What follows belongs to an exercise in optimizing a design on an open flow for small area, a short achievable clock period and few clock cycles; a production flow would make more cautious choices.
Function was checked by simulation only, so behaviour that the tests miss may differ from the original.

File: flow/config.mk
export PLATFORM = sky130hd
export DESIGN_NAME = fmma
export DESIGN_NICKNAME = fmma
export VERILOG_FILES = /design/flow/design.v
export SDC_FILE = /design/flow/constraint.sdc
export NUM_CORES = 4
export LEC_CHECK = 0
export CAP_MARGIN = 20
export CORE_MARGIN = 2
export CORE_UTILIZATION = 40
export SLEW_MARGIN = 20
File: flow/constraint.sdc
create_clock -name core_clock -period 14.0 [get_ports {clk}]
set_input_delay 2.8000 -clock core_clock [delete_from_list [all_inputs] [get_ports {clk}]]
set_output_delay 2.8000 -clock core_clock [all_outputs]
set_load 0.01 [all_outputs]
File: flow/design.v
module fmma (
    input  wire        clk,
    input  wire        rst,
    input  wire [4:0]  cfg_vc0,
    input  wire [1:0]  cfg_vc1,
    input  wire [1:0]  cfg_vc2,
    input  wire [19:0] cfg_clk0,
    input  wire [19:0] cfg_clk1,
    input  wire [19:0] cfg_clk2,
    input  wire [15:0] cfg_ref,
    input  wire        cmd_valid,
    output wire        cmd_ready,
    input  wire [15:0] cmd_dur,
    input  wire [5:0]  cmd_count,
    input  wire        peak_valid,
    output wire        peak_ready,
    input  wire [19:0] peak_freq,
    input  wire [15:0] peak_mag,
    output wire        ev_valid,
    input  wire        ev_ready,
    output wire        ev_wait,
    output wire [1:0]  ev_inst,
    output wire [8:0]  ev_addr,
    output wire [7:0]  ev_data,
    output wire [15:0] ev_count,
    output wire        err
);
    localparam NS = 24;
    integer p_3;
    integer i_4;
    reg [23:0] lq_4;
    reg [15:0] lr_4;
    reg [16:0] ls_4;
    integer i_5;
    reg [23:0] lq_5;
    reg [15:0] lr_5;
    reg [16:0] ls_5;
    integer i_6;
    reg [23:0] lq_6;
    reg [15:0] lr_6;
    reg [16:0] ls_6;
    integer i_7;
    reg [23:0] lq_7;
    reg [15:0] lr_7;
    reg [16:0] ls_7;
    integer i_8;
    reg [23:0] lq_8;
    reg [15:0] lr_8;
    reg [16:0] ls_8;
    integer i_9;
    reg [23:0] lq_9;
    reg [15:0] lr_9;
    reg [16:0] ls_9;
    integer i_10;
    reg [6:0] lt_10;
    reg [6:0] ltry_10;
    integer i_11;
    reg [6:0] lt_11;
    reg [6:0] ltry_11;
    integer p_12;
    integer p_13;
    reg [20:0] fp_15;
    reg [21:0] fs_15;
    reg [20:0] fp_16;
    reg [21:0] fs_16;
    reg [20:0] fp_17;
    reg [21:0] fs_17;
    reg [20:0] fp_18;
    reg [21:0] fs_18;
    localparam [2:0] S_IDLE = 3'd0,
                     S_LOAD = 3'd1,
                     S_DISC = 3'd2,
                     S_MDR  = 3'd3,
                     S_WALK = 3'd4;
    function is_opl3(input [4:0] v);
        is_opl3 = (v < 5'd18);
    endfunction
    function [1:0] v_inst(input [4:0] v);
        v_inst = (v < 5'd18) ? 2'd0 : (v < 5'd21) ? 2'd1 : 2'd2;
    endfunction
    function [3:0] v_chan(input [4:0] v);
        v_chan = (v < 5'd9)  ? v[3:0] :
                 (v < 5'd18) ? v[3:0] - 4'd9 :
                 (v < 5'd21) ? v[3:0] - 4'd2 :       
                               v[3:0] - 4'd5;        
    endfunction
    function [7:0] opl3_car(input [3:0] c);
        case (c)
            4'd0: opl3_car = 8'h03;
            4'd1: opl3_car = 8'h04;
            4'd2: opl3_car = 8'h05;
            4'd3: opl3_car = 8'h0B;
            4'd4: opl3_car = 8'h0C;
            4'd5: opl3_car = 8'h0D;
            4'd6: opl3_car = 8'h13;
            4'd7: opl3_car = 8'h14;
            default: opl3_car = 8'h15;
        endcase
    endfunction
    function [23:0] tl_thr(input [6:0] k);
        case (k)
      7'd1: tl_thr = 24'd16068298;
      7'd2: tl_thr = 24'd14739063;
      7'd3: tl_thr = 24'd13519788;
      7'd4: tl_thr = 24'd12401376;
      7'd5: tl_thr = 24'd11375484;
      7'd6: tl_thr = 24'd10434458;
      7'd7: tl_thr = 24'd9571277;
      7'd8: tl_thr = 24'd8779502;
      7'd9: tl_thr = 24'd8053226;
      7'd10: tl_thr = 24'd7387030;
      7'd11: tl_thr = 24'd6775945;
      7'd12: tl_thr = 24'd6215411;
      7'd13: tl_thr = 24'd5701247;
      7'd14: tl_thr = 24'd5229617;
      7'd15: tl_thr = 24'd4797001;
      7'd16: tl_thr = 24'd4400174;
      7'd17: tl_thr = 24'd4036174;
      7'd18: tl_thr = 24'd3702285;
      7'd19: tl_thr = 24'd3396017;
      7'd20: tl_thr = 24'd3115084;
      7'd21: tl_thr = 24'd2857392;
      7'd22: tl_thr = 24'd2621017;
      7'd23: tl_thr = 24'd2404196;
      7'd24: tl_thr = 24'd2205311;
      7'd25: tl_thr = 24'd2022878;
      7'd26: tl_thr = 24'd1855538;
      7'd27: tl_thr = 24'd1702040;
      7'd28: tl_thr = 24'd1561240;
      7'd29: tl_thr = 24'd1432088;
      7'd30: tl_thr = 24'd1313620;
      7'd31: tl_thr = 24'd1204952;
      7'd32: tl_thr = 24'd1105273;
      7'd33: tl_thr = 24'd1013841;
      7'd34: tl_thr = 24'd929972;
      7'd35: tl_thr = 24'd853040;
      7'd36: tl_thr = 24'd782473;
      7'd37: tl_thr = 24'd717744;
      7'd38: tl_thr = 24'd658369;
      7'd39: tl_thr = 24'd603906;
      7'd40: tl_thr = 24'd553949;
      7'd41: tl_thr = 24'd508124;
      7'd42: tl_thr = 24'd466090;
      7'd43: tl_thr = 24'd427533;
      7'd44: tl_thr = 24'd392165;
      7'd45: tl_thr = 24'd359724;
      7'd46: tl_thr = 24'd329966;
      7'd47: tl_thr = 24'd302670;
      7'd48: tl_thr = 24'd277632;
      7'd49: tl_thr = 24'd254665;
      7'd50: tl_thr = 24'd233598;
      7'd51: tl_thr = 24'd214274;
      7'd52: tl_thr = 24'd196548;
      7'd53: tl_thr = 24'd180289;
      7'd54: tl_thr = 24'd165375;
      7'd55: tl_thr = 24'd151694;
      7'd56: tl_thr = 24'd139145;
      7'd57: tl_thr = 24'd127635;
      7'd58: tl_thr = 24'd117076;
      7'd59: tl_thr = 24'd107391;
      7'd60: tl_thr = 24'd98507;
      7'd61: tl_thr = 24'd90358;
      7'd62: tl_thr = 24'd82883;
      7'd63: tl_thr = 24'd76027;
      7'd64: tl_thr = 24'd69738;
      7'd65: tl_thr = 24'd63969;
      7'd66: tl_thr = 24'd58677;
      7'd67: tl_thr = 24'd53823;
      7'd68: tl_thr = 24'd49370;
      7'd69: tl_thr = 24'd45286;
      7'd70: tl_thr = 24'd41540;
      7'd71: tl_thr = 24'd38103;
      7'd72: tl_thr = 24'd34951;
      7'd73: tl_thr = 24'd32060;
      7'd74: tl_thr = 24'd29408;
      7'd75: tl_thr = 24'd26975;
      7'd76: tl_thr = 24'd24743;
      7'd77: tl_thr = 24'd22697;
      7'd78: tl_thr = 24'd20819;
      7'd79: tl_thr = 24'd19097;
      7'd80: tl_thr = 24'd17517;
      7'd81: tl_thr = 24'd16068;
      7'd82: tl_thr = 24'd14739;
      7'd83: tl_thr = 24'd13519;
      7'd84: tl_thr = 24'd12401;
      7'd85: tl_thr = 24'd11375;
      7'd86: tl_thr = 24'd10434;
      7'd87: tl_thr = 24'd9571;
      7'd88: tl_thr = 24'd8779;
      7'd89: tl_thr = 24'd8053;
      7'd90: tl_thr = 24'd7387;
      7'd91: tl_thr = 24'd6775;
      7'd92: tl_thr = 24'd6215;
      7'd93: tl_thr = 24'd5701;
      7'd94: tl_thr = 24'd5229;
      7'd95: tl_thr = 24'd4797;
      7'd96: tl_thr = 24'd4400;
      7'd97: tl_thr = 24'd4036;
      7'd98: tl_thr = 24'd3702;
      7'd99: tl_thr = 24'd3396;
      7'd100: tl_thr = 24'd3115;
      7'd101: tl_thr = 24'd2857;
      7'd102: tl_thr = 24'd2621;
      7'd103: tl_thr = 24'd2404;
      7'd104: tl_thr = 24'd2205;
      7'd105: tl_thr = 24'd2022;
      7'd106: tl_thr = 24'd1855;
      7'd107: tl_thr = 24'd1702;
      7'd108: tl_thr = 24'd1561;
      7'd109: tl_thr = 24'd1432;
      7'd110: tl_thr = 24'd1313;
      7'd111: tl_thr = 24'd1204;
      7'd112: tl_thr = 24'd1105;
      7'd113: tl_thr = 24'd1013;
      7'd114: tl_thr = 24'd929;
      7'd115: tl_thr = 24'd853;
      7'd116: tl_thr = 24'd782;
      7'd117: tl_thr = 24'd717;
      7'd118: tl_thr = 24'd658;
      7'd119: tl_thr = 24'd603;
      7'd120: tl_thr = 24'd553;
      7'd121: tl_thr = 24'd508;
      7'd122: tl_thr = 24'd466;
      7'd123: tl_thr = 24'd427;
      7'd124: tl_thr = 24'd392;
      7'd125: tl_thr = 24'd359;
      7'd126: tl_thr = 24'd329;
      7'd127: tl_thr = 24'd302;
            default: tl_thr = 24'd16777215;
        endcase
    endfunction
    function [16:0] lv_step(input [15:0] r, input [15:0] d);
        reg [16:0] r2;
        reg [17:0] df;
        begin
            r2 = {r, 1'b0};
            df = {1'b0, r2} - {2'b00, d};
            if (!df[17]) lv_step = {df[15:0], 1'b1};
            else         lv_step = {r2[15:0], 1'b0};
        end
    endfunction
    function [21:0] fn_step(input [20:0] p, input b, input [20:0] d);
        reg [21:0] p2;
        reg [22:0] df;
        begin
            p2 = {p, b};
            df = {1'b0, p2} - {2'b00, d};
            if (!df[22]) fn_step = {df[20:0], 1'b1};
            else         fn_step = {p2[20:0], 1'b0};
        end
    endfunction
    reg  [19:0] clk0, clk1, clk2;
    reg  [15:0] ref_mag;
    reg         err_r;
    reg  [NS-1:0] en;
    reg  [4:0]  nv;
    wire cfg_ok = (cfg_vc0 <= 5'd18) && (cfg_ref != 16'd0) &&
                  (cfg_clk0 != 20'd0) && (cfg_clk1 != 20'd0) && (cfg_clk2 != 20'd0);
    reg [NS-1:0] en_cfg;
    integer e;
    always @(*) begin
        for (e = 0; e < NS; e = e + 1) begin
            if (e < 18)      en_cfg[e] = (e < cfg_vc0);
            else if (e < 21) en_cfg[e] = (e - 18 < cfg_vc1);
            else             en_cfg[e] = (e - 21 < cfg_vc2);
        end
    end
    function [19:0] inst_clock(input [1:0] i);
        inst_clock = (i == 2'd0) ? clk0 : (i == 2'd1) ? clk1 : clk2;
    endfunction
    reg  [2:0]  state;
    reg  [15:0] dur_r;
    reg  [5:0]  left_r;
    reg  [5:0]  ld_idx;
    reg  [NS-1:0] act;
    reg  [19:0] vf   [0:NS-1];    
    reg  [6:0]  vtl  [0:NS-1];    
    reg  [2:0]  vblk [0:NS-1];    
    reg         vpar [0:NS-1];    
    reg  [1:0]  vhi  [0:NS-1];    
    reg  [10:0] vtol [0:NS-1];    
    reg  [NS-1:0] claimed;
    reg  [NS-1:0] cont;
    reg  [4:0]  ak [0:NS-1];      
    reg  [NS-1:0] pend;           
    reg  [NS-1:0] wdone;          
    reg  [19:0] pk_f  [0:NS-1];
    reg  [6:0]  pk_tl [0:NS-1];   
    wire take_peak = peak_valid && (state == S_LOAD || state == S_DISC);
    wire use_peak  = (state == S_LOAD) && (ld_idx < {1'b0, nv});
    reg         p0_v;
    reg  [19:0] p0_f;
    reg  [4:0]  p0_k;
    reg         m1_v;
    reg  [4:0]  m1_k;
    reg  [NS-1:0] m1_cand;
    reg  [10:0] m1_d [0:NS-1];
    reg  [NS-1:0] cand_c;
    reg  [10:0] dist_c [0:NS-1];
    reg  [20:0] df_c;
    reg  [19:0] ad_c;
    integer v;
    always @(*) begin
        for (v = 0; v < NS; v = v + 1) begin
            df_c = {1'b0, p0_f} - {1'b0, vf[v]};
            ad_c = df_c[20] ? (vf[v] - p0_f) : df_c[19:0];
            dist_c[v] = ad_c[10:0];
            cand_c[v] = en[v] && act[v] && (ad_c[19:11] == 9'd0) && (ad_c[10:0] <= vtol[v]);
        end
    end
    reg         t_v [1:63];
    reg  [10:0] t_d [1:63];
    reg  [4:0]  t_i [1:63];
    integer n;
    always @(*) begin
        for (n = 32; n < 64; n = n + 1) begin
            if (n - 32 < NS) begin
                t_v[n] = m1_cand[n - 32] && !claimed[n - 32];
                t_d[n] = m1_d[n - 32];
            end else begin
                t_v[n] = 1'b0;
                t_d[n] = 11'd0;
            end
            t_i[n] = n - 32;
        end
        for (n = 31; n >= 1; n = n - 1) begin
            if (t_v[2*n] && (!t_v[2*n+1] || t_d[2*n] <= t_d[2*n+1])) begin
                t_v[n] = t_v[2*n]; t_d[n] = t_d[2*n]; t_i[n] = t_i[2*n];
            end else begin
                t_v[n] = t_v[2*n+1]; t_d[n] = t_d[2*n+1]; t_i[n] = t_i[2*n+1];
            end
        end
    end
    wire       mt_found = t_v[1];
    wire [4:0] mt_s     = t_i[1];
    wire [NS-1:0] idle_m = en & ~act & ~claimed;
    reg  [4:0] idle_s;
    always @(*) begin
        idle_s = 5'd0;
        for (p_3 = NS - 1; p_3 >= 0; p_3 = p_3 - 1)
            if (idle_m[p_3]) idle_s = p_3[4:0];
    end
    wire idle_any = |idle_m;
    reg         l0_v, l1_v, l2_v, l3_v, l4_v, l5_v, l6_v;
    reg  [4:0]  l0_k, l1_k, l2_k, l3_k, l4_k, l5_k, l6_k;
    reg  [1:0]  l0_c, l1_c, l2_c, l3_c, l4_c, l5_c, l6_c;    
    reg  [15:0] l0_r, l1_r, l2_r, l3_r, l4_r;
    reg  [23:0] l0_q, l1_q, l2_q, l3_q, l4_q, l5_q, l6_q;
    reg  [6:0]  l6_t;
    reg  [15:0] l0_r_c;
    reg  [23:0] l0_q_c;
    always @(*) begin
        lr_4 = peak_mag; lq_4 = 24'd0;
        for (i_4 = 0; i_4 < 2; i_4 = i_4 + 1) begin
            ls_4 = lv_step(lr_4, ref_mag); lr_4 = ls_4[16:1]; lq_4 = {lq_4[22:0], ls_4[0]};
        end
        l0_r_c = lr_4; l0_q_c = lq_4;
    end
    reg [15:0] l1_r_c, l2_r_c, l3_r_c, l4_r_c;
    reg [23:0] l1_q_c, l2_q_c, l3_q_c, l4_q_c, l5_q_c;
    always @(*) begin
        lr_5 = l0_r; lq_5 = l0_q;
        for (i_5 = 0; i_5 < 4; i_5 = i_5 + 1) begin
            ls_5 = lv_step(lr_5, ref_mag); lr_5 = ls_5[16:1]; lq_5 = {lq_5[22:0], ls_5[0]};
        end
        l1_r_c = lr_5; l1_q_c = lq_5;
    end
    always @(*) begin
        lr_6 = l1_r; lq_6 = l1_q;
        for (i_6 = 0; i_6 < 4; i_6 = i_6 + 1) begin
            ls_6 = lv_step(lr_6, ref_mag); lr_6 = ls_6[16:1]; lq_6 = {lq_6[22:0], ls_6[0]};
        end
        l2_r_c = lr_6; l2_q_c = lq_6;
    end
    always @(*) begin
        lr_7 = l2_r; lq_7 = l2_q;
        for (i_7 = 0; i_7 < 4; i_7 = i_7 + 1) begin
            ls_7 = lv_step(lr_7, ref_mag); lr_7 = ls_7[16:1]; lq_7 = {lq_7[22:0], ls_7[0]};
        end
        l3_r_c = lr_7; l3_q_c = lq_7;
    end
    always @(*) begin
        lr_8 = l3_r; lq_8 = l3_q;
        for (i_8 = 0; i_8 < 5; i_8 = i_8 + 1) begin
            ls_8 = lv_step(lr_8, ref_mag); lr_8 = ls_8[16:1]; lq_8 = {lq_8[22:0], ls_8[0]};
        end
        l4_r_c = lr_8; l4_q_c = lq_8;
    end
    always @(*) begin
        lr_9 = l4_r; lq_9 = l4_q;
        for (i_9 = 0; i_9 < 5; i_9 = i_9 + 1) begin
            ls_9 = lv_step(lr_9, ref_mag); lr_9 = ls_9[16:1]; lq_9 = {lq_9[22:0], ls_9[0]};
        end
        l5_q_c = lq_9;
    end
    reg [6:0] l6_t_c, l7_t_c;
    always @(*) begin
        lt_10 = 7'd0;
        for (i_10 = 6; i_10 >= 3; i_10 = i_10 - 1) begin
            ltry_10 = lt_10 | (7'd1 << i_10);
            if (l5_q <= tl_thr(ltry_10)) lt_10 = ltry_10;
        end
        l6_t_c = lt_10;
    end
    always @(*) begin
        lt_11 = l6_t;
        for (i_11 = 2; i_11 >= 0; i_11 = i_11 - 1) begin
            ltry_11 = lt_11 | (7'd1 << i_11);
            if (l6_q <= tl_thr(ltry_11)) lt_11 = ltry_11;
        end
        l7_t_c = l6_c[1] ? 7'd127 : l6_c[0] ? 7'd0 : lt_11;
    end
    always @(posedge clk) begin
        l0_v <= take_peak && use_peak && !rst;
        l0_k <= ld_idx[4:0];
        l0_c <= {peak_mag == 16'd0, peak_mag >= ref_mag};
        l0_r <= l0_r_c; l0_q <= l0_q_c;
        l1_v <= l0_v && !rst; l1_k <= l0_k; l1_c <= l0_c; l1_r <= l1_r_c; l1_q <= l1_q_c;
        l2_v <= l1_v && !rst; l2_k <= l1_k; l2_c <= l1_c; l2_r <= l2_r_c; l2_q <= l2_q_c;
        l3_v <= l2_v && !rst; l3_k <= l2_k; l3_c <= l2_c; l3_r <= l3_r_c; l3_q <= l3_q_c;
        l4_v <= l3_v && !rst; l4_k <= l3_k; l4_c <= l3_c; l4_r <= l4_r_c; l4_q <= l4_q_c;
        l5_v <= l4_v && !rst; l5_k <= l4_k; l5_c <= l4_c; l5_q <= l5_q_c;
        l6_v <= l5_v && !rst; l6_k <= l5_k; l6_c <= l5_c; l6_q <= l5_q; l6_t <= l6_t_c;
        if (l6_v)
            pk_tl[l6_k] <= l7_t_c;
    end
    wire [NS-1:0] wrem = en & (claimed | act) & ~wdone;
    reg  [4:0] ws;
    always @(*) begin
        ws = 5'd0;
        for (p_12 = NS - 1; p_12 >= 0; p_12 = p_12 - 1)
            if (wrem[p_12]) ws = p_12[4:0];
    end
    wire wany = |wrem;
    reg  [4:0] pl;
    always @(*) begin
        pl = 5'd0;
        for (p_13 = NS - 1; p_13 >= 0; p_13 = p_13 - 1)
            if (pend[p_13]) pl = p_13[4:0];
    end
    wire pend_any = |pend;
    wire walk_en = (state == S_WALK) || (state == S_MDR && !p0_v && !m1_v);
    reg        w1_v, w2_v, w3_v, w4_v, w5_v, w6_v;
    reg [4:0]  w1_v_s, w2_s, w3_s, w4_s, w5_s, w6_s;
    reg [4:0]  w1_k, w2_k, w3_k, w4_k, w5_k, w6_k;
    reg [2:0]  w1_t, w2_t, w3_t, w4_t, w5_t, w6_t;      
    reg [19:0] w2_f;
    reg [2:0]  w2_b, w3_b, w4_b, w5_b, w6_b;
    reg        w2_fit, w3_fit, w4_fit, w5_fit, w6_fit;
    reg [20:0] w3_p, w4_p, w5_p;
    reg [8:0]  w3_lo;
    reg [5:0]  w4_lo;
    reg [2:0]  w5_lo;
    reg [10:0] w3_q, w4_q, w5_q, w6_q;
    wire [19:0] w1_f    = pk_f[w1_k];
    wire        w1_opl3 = is_opl3(w1_v_s);
    wire [19:0] w1_clk  = inst_clock(v_inst(w1_v_s));
    wire [31:0] w1_lim  = w1_opl3 ? (({12'd0, w1_clk} << 11) - {12'd0, w1_clk})
                                  : (({12'd0, w1_clk} << 12) - {12'd0, w1_clk});
    wire [39:0] w1_lhs  = w1_opl3 ? ({20'd0, w1_f} << 17) : ({20'd0, w1_f} << 18);
    reg  [2:0]  w1_b;
    reg         w1_fit;
    integer b;
    always @(*) begin
        w1_b = 3'd7; w1_fit = 1'b0;
        for (b = 7; b >= 0; b = b - 1) begin
            if (w1_lhs < ({8'd0, w1_lim} << b)) begin
                w1_b = b[2:0]; w1_fit = 1'b1;
            end
        end
    end
    wire        w2_opl3 = is_opl3(w2_s);
    wire [19:0] w2_clk  = inst_clock(v_inst(w2_s));
    wire [20:0] w2_d    = {w2_clk, 1'b0};
    wire [4:0]  w2_sh   = (w2_opl3 ? 5'd17 : 5'd18) - {2'd0, w2_b};
    wire [31:0] w2_num  = ({12'd0, w2_f} << w2_sh) + {12'd0, w2_clk};
    reg  [20:0] w3_p_c;
    reg  [1:0]  w3_q_c;
    always @(*) begin
        fp_15 = w2_num[31:11];
        fs_15 = fn_step(fp_15, w2_num[10], w2_d); fp_15 = fs_15[21:1]; w3_q_c[1] = fs_15[0];
        fs_15 = fn_step(fp_15, w2_num[9],  w2_d); fp_15 = fs_15[21:1]; w3_q_c[0] = fs_15[0];
        w3_p_c = fp_15;
    end
    wire [20:0] w3_d = {inst_clock(v_inst(w3_s)), 1'b0};
    reg  [20:0] w4_p_c;
    reg  [2:0]  w4_q_c;
    always @(*) begin
        fp_16 = w3_p;
        fs_16 = fn_step(fp_16, w3_lo[8], w3_d); fp_16 = fs_16[21:1]; w4_q_c[2] = fs_16[0];
        fs_16 = fn_step(fp_16, w3_lo[7], w3_d); fp_16 = fs_16[21:1]; w4_q_c[1] = fs_16[0];
        fs_16 = fn_step(fp_16, w3_lo[6], w3_d); fp_16 = fs_16[21:1]; w4_q_c[0] = fs_16[0];
        w4_p_c = fp_16;
    end
    wire [20:0] w4_d = {inst_clock(v_inst(w4_s)), 1'b0};
    reg  [20:0] w5_p_c;
    reg  [2:0]  w5_q_c;
    always @(*) begin
        fp_17 = w4_p;
        fs_17 = fn_step(fp_17, w4_lo[5], w4_d); fp_17 = fs_17[21:1]; w5_q_c[2] = fs_17[0];
        fs_17 = fn_step(fp_17, w4_lo[4], w4_d); fp_17 = fs_17[21:1]; w5_q_c[1] = fs_17[0];
        fs_17 = fn_step(fp_17, w4_lo[3], w4_d); fp_17 = fs_17[21:1]; w5_q_c[0] = fs_17[0];
        w5_p_c = fp_17;
    end
    wire [20:0] w5_d = {inst_clock(v_inst(w5_s)), 1'b0};
    reg  [2:0]  w6_q_c;
    always @(*) begin
        fp_18 = w5_p;
        fs_18 = fn_step(fp_18, w5_lo[2], w5_d); fp_18 = fs_18[21:1]; w6_q_c[2] = fs_18[0];
        fs_18 = fn_step(fp_18, w5_lo[1], w5_d); fp_18 = fs_18[21:1]; w6_q_c[1] = fs_18[0];
        fs_18 = fn_step(fp_18, w5_lo[0], w5_d); fp_18 = fs_18[21:1]; w6_q_c[0] = fs_18[0];
    end
    wire        f_opl3 = is_opl3(w6_s);
    wire [1:0]  f_inst = v_inst(w6_s);
    wire [6:0]  f_max  = f_opl3 ? 7'd63 : 7'd127;
    wire [10:0] f_n    = w6_fit ? w6_q : (f_opl3 ? 11'd1023 : 11'd2047);
    wire [2:0]  f_b    = w6_fit ? w6_b : 3'd7;
    wire [6:0]  f_k    = pk_tl[w6_k];
    wire [6:0]  f_tl   = (f_opl3 && f_k > 7'd63) ? 7'd63 : f_k;
    wire [6:0]  f_tl0  = vtl[w6_s];
    wire [2:0]  f_b0   = vblk[w6_s];
    wire        f_rel  = w6_t[2];
    wire        f_st   = w6_t[1];
    wire        f_ct   = w6_t[0];
    wire        f_lc   = (f_tl != f_tl0);
    wire        f_pc   = (f_b != f_b0) || (f_n[0] != vpar[w6_s]);
    wire [5:0]  f_ops;
    assign f_ops[0] = f_rel && (f_tl0 != f_max);
    assign f_ops[1] = f_rel;
    assign f_ops[2] = f_st || (f_ct && f_lc);
    assign f_ops[3] = f_st || (f_ct && f_pc);
    assign f_ops[4] = f_st || (f_ct && f_pc);
    assign f_ops[5] = f_st && !f_opl3;
    wire [19:0] f_clk = inst_clock(f_inst);
    wire [10:0] f_t   = f_opl3 ? f_clk[19:9] : {1'b0, f_clk[19:10]};
    wire [10:0] f_tol = f_t >> (3'd7 - f_b);
    reg        e_v;
    reg [5:0]  e_ops;
    reg [4:0]  e_s;
    reg [6:0]  e_tl;
    reg [10:0] e_n;
    reg [2:0]  e_b;
    reg [4:0]  e_kd;
    reg        o_v, o_w;
    reg [1:0]  o_inst;
    reg [8:0]  o_addr;
    reg [7:0]  o_data;
    reg [15:0] o_cnt;
    wire out_free = !o_v || ev_ready;
    wire e_last   = e_v && ((e_ops & (e_ops - 6'd1)) == 6'd0);
    wire e_take   = out_free && (!e_v || e_last);
    wire f_has    = w6_v && (f_ops != 6'd0);
    wire adv      = !f_has || e_take;
    wire wall_empty = !wany && !w1_v && !w2_v && !w3_v && !w4_v && !w5_v && !w6_v && !e_v;
    wire emit_wait  = (state == S_WALK) && wall_empty && out_free;
    wire [5:0]  e_op   = e_ops & (~e_ops + 6'd1);
    wire        e_opl3 = is_opl3(e_s);
    wire [3:0]  e_c    = v_chan(e_s);
    wire [8:0]  e_bank = (e_s >= 5'd9 && e_s < 5'd18) ? 9'h100 : 9'h000;
    reg  [8:0]  ea;
    reg  [7:0]  ed;
    always @(*) begin
        if (e_opl3) begin
            if (e_op[0]) begin
                ea = e_bank + 9'h040 + {1'b0, opl3_car(e_c)}; ed = 8'd63;
            end else if (e_op[1]) begin
                ea = e_bank + 9'h0B0 + {5'd0, e_c}; ed = {3'b000, e_kd};
            end else if (e_op[2]) begin
                ea = e_bank + 9'h040 + {1'b0, opl3_car(e_c)}; ed = {1'b0, e_tl};
            end else if (e_op[3]) begin
                ea = e_bank + 9'h0A0 + {5'd0, e_c}; ed = e_n[7:0];
            end else begin
                ea = e_bank + 9'h0B0 + {5'd0, e_c}; ed = {3'b001, e_b, e_n[9:8]};
            end
        end else begin
            if (e_op[0]) begin
                ea = 9'h04C + {5'd0, e_c}; ed = 8'd127;
            end else if (e_op[1]) begin
                ea = 9'h028; ed = {4'h0, e_c};
            end else if (e_op[2]) begin
                ea = 9'h04C + {5'd0, e_c}; ed = {1'b0, e_tl};
            end else if (e_op[3]) begin
                ea = 9'h0A4 + {5'd0, e_c}; ed = {2'b00, e_b, e_n[10:8]};
            end else if (e_op[4]) begin
                ea = 9'h0A0 + {5'd0, e_c}; ed = e_n[7:0];
            end else begin
                ea = 9'h028; ed = {4'hF, e_c};
            end
        end
    end
    assign cmd_ready  = (state == S_IDLE);
    assign peak_ready = (state == S_LOAD) || (state == S_DISC);
    assign ev_valid   = o_v;
    assign ev_wait    = o_w;
    assign ev_inst    = o_inst;
    assign ev_addr    = o_addr;
    assign ev_data    = o_data;
    assign ev_count   = o_cnt;
    assign err        = err_r;
    integer j;
    always @(posedge clk) begin
        if (rst) begin
            clk0    <= cfg_clk0;
            clk1    <= cfg_clk1;
            clk2    <= cfg_clk2;
            ref_mag <= cfg_ref;
            err_r   <= !cfg_ok;
            en      <= en_cfg;
            nv      <= cfg_vc0 + {3'd0, cfg_vc1} + {3'd0, cfg_vc2};
            state   <= S_IDLE;
            act     <= {NS{1'b0}};
            p0_v    <= 1'b0;
            m1_v    <= 1'b0;
            w1_v <= 1'b0; w2_v <= 1'b0; w3_v <= 1'b0;
            w4_v <= 1'b0; w5_v <= 1'b0; w6_v <= 1'b0;
            e_v     <= 1'b0;
            o_v     <= 1'b0;
            o_w     <= 1'b0;
        end else begin
            case (state)
            S_IDLE: if (cmd_valid) begin
                dur_r   <= cmd_dur;
                left_r  <= cmd_count;
                ld_idx  <= 6'd0;
                claimed <= {NS{1'b0}};
                cont    <= {NS{1'b0}};
                pend    <= {NS{1'b0}};
                wdone   <= {NS{1'b0}};
                if (cmd_dur == 16'd0)
                    err_r <= 1'b1;
                if (err_r || cmd_dur == 16'd0)
                    state <= (cmd_count != 6'd0) ? S_DISC : S_IDLE;
                else
                    state <= (cmd_count != 6'd0) ? S_LOAD : S_MDR;
            end
            S_LOAD, S_DISC: if (peak_valid) begin
                ld_idx <= ld_idx + 6'd1;
                left_r <= left_r - 6'd1;
                if (left_r == 6'd1)
                    state <= (state == S_DISC) ? S_IDLE : S_MDR;
            end
            S_MDR: if (!p0_v && !m1_v)
                state <= S_WALK;
            S_WALK: if (emit_wait)
                state <= S_IDLE;
            default: state <= S_IDLE;
            endcase
            p0_v <= take_peak && use_peak;
            p0_f <= peak_freq;
            p0_k <= ld_idx[4:0];
            if (p0_v)
                pk_f[p0_k] <= p0_f;
            m1_v    <= p0_v;
            m1_k    <= p0_k;
            m1_cand <= cand_c;
            for (j = 0; j < NS; j = j + 1)
                m1_d[j] <= dist_c[j];
            if (m1_v) begin
                if (mt_found) begin
                    claimed[mt_s] <= 1'b1;
                    cont[mt_s]    <= 1'b1;
                    ak[mt_s]      <= m1_k;
                end else if (idle_any) begin
                    claimed[idle_s] <= 1'b1;
                    ak[idle_s]      <= m1_k;
                end else begin
                    pend[m1_k] <= 1'b1;
                end
            end
            if (adv) begin
                w1_v <= walk_en && wany;
                if (walk_en && wany) begin
                    wdone[ws] <= 1'b1;
                    w1_v_s <= ws;
                    if (claimed[ws]) begin
                        w1_k <= ak[ws];
                        w1_t <= cont[ws] ? 3'b001 : 3'b010;
                    end else begin
                        w1_k <= pl;
                        w1_t <= pend_any ? 3'b110 : 3'b100;
                        if (pend_any)
                            pend[pl] <= 1'b0;
                    end
                end
                w2_v <= w1_v; w2_s <= w1_v_s; w2_k <= w1_k; w2_t <= w1_t;
                w2_f <= w1_f; w2_b <= w1_b; w2_fit <= w1_fit;
                if (w1_v) begin
                    act[w1_v_s] <= w1_t[1] || w1_t[0];
                    if (w1_t[1] || w1_t[0])
                        vf[w1_v_s] <= w1_f;
                end
                w3_v <= w2_v; w3_s <= w2_s; w3_k <= w2_k; w3_t <= w2_t;
                w3_b <= w2_b; w3_fit <= w2_fit;
                w3_p <= w3_p_c; w3_lo <= w2_num[8:0]; w3_q <= {w3_q_c, 9'd0};
                w4_v <= w3_v; w4_s <= w3_s; w4_k <= w3_k; w4_t <= w3_t;
                w4_b <= w3_b; w4_fit <= w3_fit;
                w4_p <= w4_p_c; w4_lo <= w3_lo[5:0]; w4_q <= {w3_q[10:9], w4_q_c, 6'd0};
                w5_v <= w4_v; w5_s <= w4_s; w5_k <= w4_k; w5_t <= w4_t;
                w5_b <= w4_b; w5_fit <= w4_fit;
                w5_p <= w5_p_c; w5_lo <= w4_lo[2:0]; w5_q <= {w4_q[10:6], w5_q_c, 3'd0};
                w6_v <= w5_v; w6_s <= w5_s; w6_k <= w5_k; w6_t <= w5_t;
                w6_b <= w5_b; w6_fit <= w5_fit;
                w6_q <= {w5_q[10:3], w6_q_c};
                if (w6_v && (f_st || f_ct)) begin
                    vtl[w6_s]  <= f_tl;
                    vblk[w6_s] <= f_b;
                    vpar[w6_s] <= f_n[0];
                    vhi[w6_s]  <= f_n[9:8];
                    vtol[w6_s] <= f_tol;
                end
            end
            if (out_free) begin
                if (e_v) begin
                    o_v    <= 1'b1;
                    o_w    <= 1'b0;
                    o_inst <= v_inst(e_s);
                    o_addr <= ea;
                    o_data <= ed;
                    e_ops  <= e_ops & ~e_op;
                end else if (emit_wait) begin
                    o_v   <= 1'b1;
                    o_w   <= 1'b1;
                    o_cnt <= dur_r;
                end else begin
                    o_v <= 1'b0;
                end
            end
            if (e_take) begin
                e_v   <= f_has;
                e_ops <= f_ops;
                e_s   <= w6_s;
                e_tl  <= f_tl;
                e_n   <= f_n;
                e_b   <= f_b;
                e_kd  <= {vblk[w6_s], vhi[w6_s]};
            end
        end
    end
endmodule
File: flow/run.sh
#!/bin/bash
# synth_recipe.tcl (not shown) runs the flow's synth.tcl, then flattens the netlist and writes it again
# the make line also repeats each setting of config.mk as NAME=value (left out here)
make -C /OpenROAD-flow-scripts/flow DESIGN_CONFIG=/design/flow/config.mk WORK_HOME=/design/flow/orfs CLKGATE_MAP_FILE= SYNTH_SCRIPT=/design/flow/synth_recipe.tcl finish
==> summary.txt <==
layout by cell type (no fill, tap or decap), types with 119 or more instances in the layout:
cell,n
ha_1,2413
nand2_1,1239
and2_1,119
xor2_1,324
mux4_2,300
clkbuf_16,342
o21bai_1,152
nand3_1,330
nand2b_1,253
nor3_1,431
o211ai_1,134
dfxtp_1,280
buf_4,421
a31oi_1,176
mux2_2,368
a211oi_1,218
clkdlybuf4s50_1,186
mux2i_1,590
a21o_1,819
o21a_1,328
inv_1,1463
nand4_1,229
nor2_1,1297
a21oi_1,1487
o21ai_0,1021
nor2b_1,328
xnor2_1,562
edfxtp_1,2666
state kept, by name, summed over array words and instances (netlist names), 48 cells and up, named ones only:
register,cells
vhi,48
m1_d,264
pk_tl,168
vblk,72
pk_f,480
vf,480
vtl,168
vtol,264
ak,120
how the worst max path moves through the flow:
stage | slack (ns) | end | startpoint | cells after the start
finish | 0.93 | claimed[20] | m1_d[8][1] | 49
global route | 0.001 | w3_p[19] | w2_s[3] | 40
CTS | 0.79 | claimed[20] | m1_d[8][1] | 49
detailed placement | 0.82 | claimed[20] | m1_d[4][1] | 48
global placement | 0.81 | claimed[20] | m1_d[4][1] | 48
floorplan | 2.22 | l4_r[10] | ref_mag[1] | 57
per-stage QoR:
stage | hold WS (ns) | instances | util (%) | instance area (um2)
after CTS | 0.306 | 27734 | 44.6 | 234000
after floorplan | 0.310 | 20191 | - | 210000
after detailed placement | 0.312 | 27110 | 42.4 | 222000
after global routing | 0.309 | 27765 | 44.7 | 234000
after global placement | 0.310 | 27109 | 42.4 | 222000
final | 0.303 | 27825 | 44.7 | 234000
cells by family (layout without fill, tap and decap cells):
logic type,count (synthesis),in the layout
xor gates and xnor gates,886,886
muxes,1287,1287
other,0,87
buffers and inverters,2172,2751
DFF,2958,2958
adders and majority gates,2483,2483
and+or+nand+nor,4909,4909
AOI/OAI and AO/OA,5496,5496
cell usage after synthesis (all sizes together) (134+ instances only):
cell	n	area, um2
edfxtp	2666	80100
ha	2413	30200
a21oi	1507	7540
inv	1498	5630
nor2	1346	5050
nand2	1241	4660
o21ai	1073	5380
a21o	819	6150
mux2i	592	5930
xnor2	562	4920
clkbuf	475	1780
nor3	456	2280
mux2	395	4470
nand3	330	1650
nor2b	329	2060
o21a	328	2460
xor2	324	2840
mux4	300	6760
dfxtp	292	5850
nand2b	253	1580
nand4	229	1430
a211oi	221	1680
buf	189	920
a31oi	182	1140
o21bai	152	1140
o211ai	134	1010
cell type report:
type                       instances  area, um2  share of cell area (%)
inverter                        1508       5700                    2.43
timing repair buffer             619       5240                    2.24
multi-input combinational      15061     117000                    49.9
sequential                      2958      85900                    36.7
clock buffer                     399       8810                    3.76
clock inverter                   225       2810                    1.20
tap                             6968       8720                    3.72
antenna                           87        218                  0.0929
worst register-to-register path: cells and delay by family, from the launching register on:
kind                       cells  cell delay (ns)
AOI/OAI and AO/OA             27             6.35
adders and majority gates      6             1.82
buffers and inverters          4             1.06
DFF                            1             0.39
muxes                          2             0.86
and+or+nand+nor               10             2.36
per-layer routing:
| metal | up-vias | wire length, um |
|---|---|---|
| met5 | - | 330 |
| met4 | 14 | 39500 |
| met3 | 1439 | 67600 |
| met2 | 7175 | 331000 |
| met1 | 81416 | 309000 |
| li1 | 76297 | - |
timing repair:
item	CTS	global route
gates resized for setup	0	3
endpoints found under the setup margin	0	23
setup buffers	0	3
==> impl_metrics.yaml <==
outcome:
  status: "finished clean"
layout:
  drive_above_1_share_pct: 9.62
  nFillCells: 49027
  nNetsFinal: 23117
  area_growth_pct: 11.4
sta:
  finalSetupViolations: 0
  tightestPinTransition_ns: 1.20
  fin_crit_sh_pct: 93.4
  final-max-slew-violation-count: 0
  rsz0062_at_grt: "no"
  fmax_mhz: 76.5
  finalHoldViolations: 0
  final.min_clock_period_ns: 13.07
  setup_slack_ns: 0.928
  finalSetupTns_ns: 0
  maxSlewHeadroom_pct: 19.8
  fin_skew_ns: 0.127
worst_setup_path:
  r2r-end: "claimed[20]"
  crit_fanout: 24
  required_ns: 14.84
  max_stage_delay_ns: 0.71
  r2r_start: "m1_d[8][1]"
  r2r_slack_ns: 0.93
  crit_top_cell: "o21a_1"
  critPathArrivalTime_ns: 13.92
  cp_slowest_cell: "or4b_2"
  worst-path-buf-inv: 4
  crit_type: "flip-flop to flip-flop"
  end_kind: "flip-flop"
  reg2regPathDepth: 49
  crit_family: "compound AO/OA/AOI/OAI gates"
  cp-start-kind: "flip-flop"
synth:
  synth_top_family_by_area: "compound AO/OA/AOI/OAI gates"
  synthFlopType: "edfxtp_1"
  synth_edf_count: 2666
  synth_area_um2: 210000
  async_reset_ff_share_pct: 0
  synthXorXnorAreaFrac_pct: 3.69
  syn_avg_cell_area_um2: 10.4
  synthCells: 20191
  ys_seq_elements: 2958
  synth_cell_type_count: 107
  synth-simple-area-share_pct: 11.3
  synth_nets: 22821
  yosys_warnings: 6
  synth_adder_area_share_pct: 15.0
  synth_compound_area_share_pct: 17.1
  seq_area_frac_synth_pct: 40.9
  synthMuxAreaShare_pct: 8.16
routing:
  wire_per_inst_um: 26.9
  drt_first_iter_violations: 19319
  drc: 0
  final_antenna_net_count: 0
  routed_via_density: 5.98
  totalWireLength_um: 747000
  vias: 166341
  first_pass_iters: 6
grt:
  use_met3_pct: 5.11
  track_usage_pct: 27.1
  grt_pass1_vias: 156932
  grt_use_met1_pct: 36.1
  grt_pass1_wl_um: 1070000
  grt_start_max_net_pins: 139
  overflow: 0
  use_met2_pct: 42.4
  grt_antenna_before_repair: 88
  busiest_layer: "met2"
place:
  io_buffers: 187
  gp_congestion: 0.970
  dpl_worst_slack_ns: 0.823
  dp_hpwl_um: 543000
floorplanning:
  initial_core_util_pct: 40.1
  coreArea_um2: 524000
  die_h_um: 729
  die_x_um: 729
  rows: 266
  dieArea_um2: 531000
  ios: 188
flow_run:
  cap_violations: 0
clock_tree:
  h-tree-depth: 5
  cts.sinks: 2958
  clk_path_buf_depth: 4
  path_clk_slew_ns: 0.06
  cts_tree: "done"
  root_buffer: "clkbuf_16"
  clk_latency_ns: 1.06
  cts_buffers: 339
  ctsHoldBuffers: 0
min_path:
  min_to: "l3_c[0]"
  worstHoldStart: "l2_c[0]"
  hold_path.class: "flip-flop to flip-flop"
  worstHoldPathCells: 0
Testbench counts, summed over its fixed seeds: cycles 41,681.

-- re-timing with driven ports --
The results above use ideal ports. As a check the final layout listed here was re-extracted and re-timed, cells and wires unchanged. Step 1, drivers: a clkbuf_16 drives clk and a buf_2 each remaining input, both assumed. Step 2 moves the port delays by t, midway between the first and last clock arrival at a register: inputs arrive t later, outputs are due t later. That takes back most of the time a late clock gives input paths. Three values: no drivers, after step 1, after step 2; two values: the first two.
shift t [ns]: 1.142
setup WS [ns]: 0.928 / 0.928 / 0.928
hold WS [ns]: 0.303 / 0.303 / 0.303
After both steps this run still meets setup and hold. For this run, drivers alone change the setup slack by 0.000 ns; drivers and shift together by 0.000 ns.
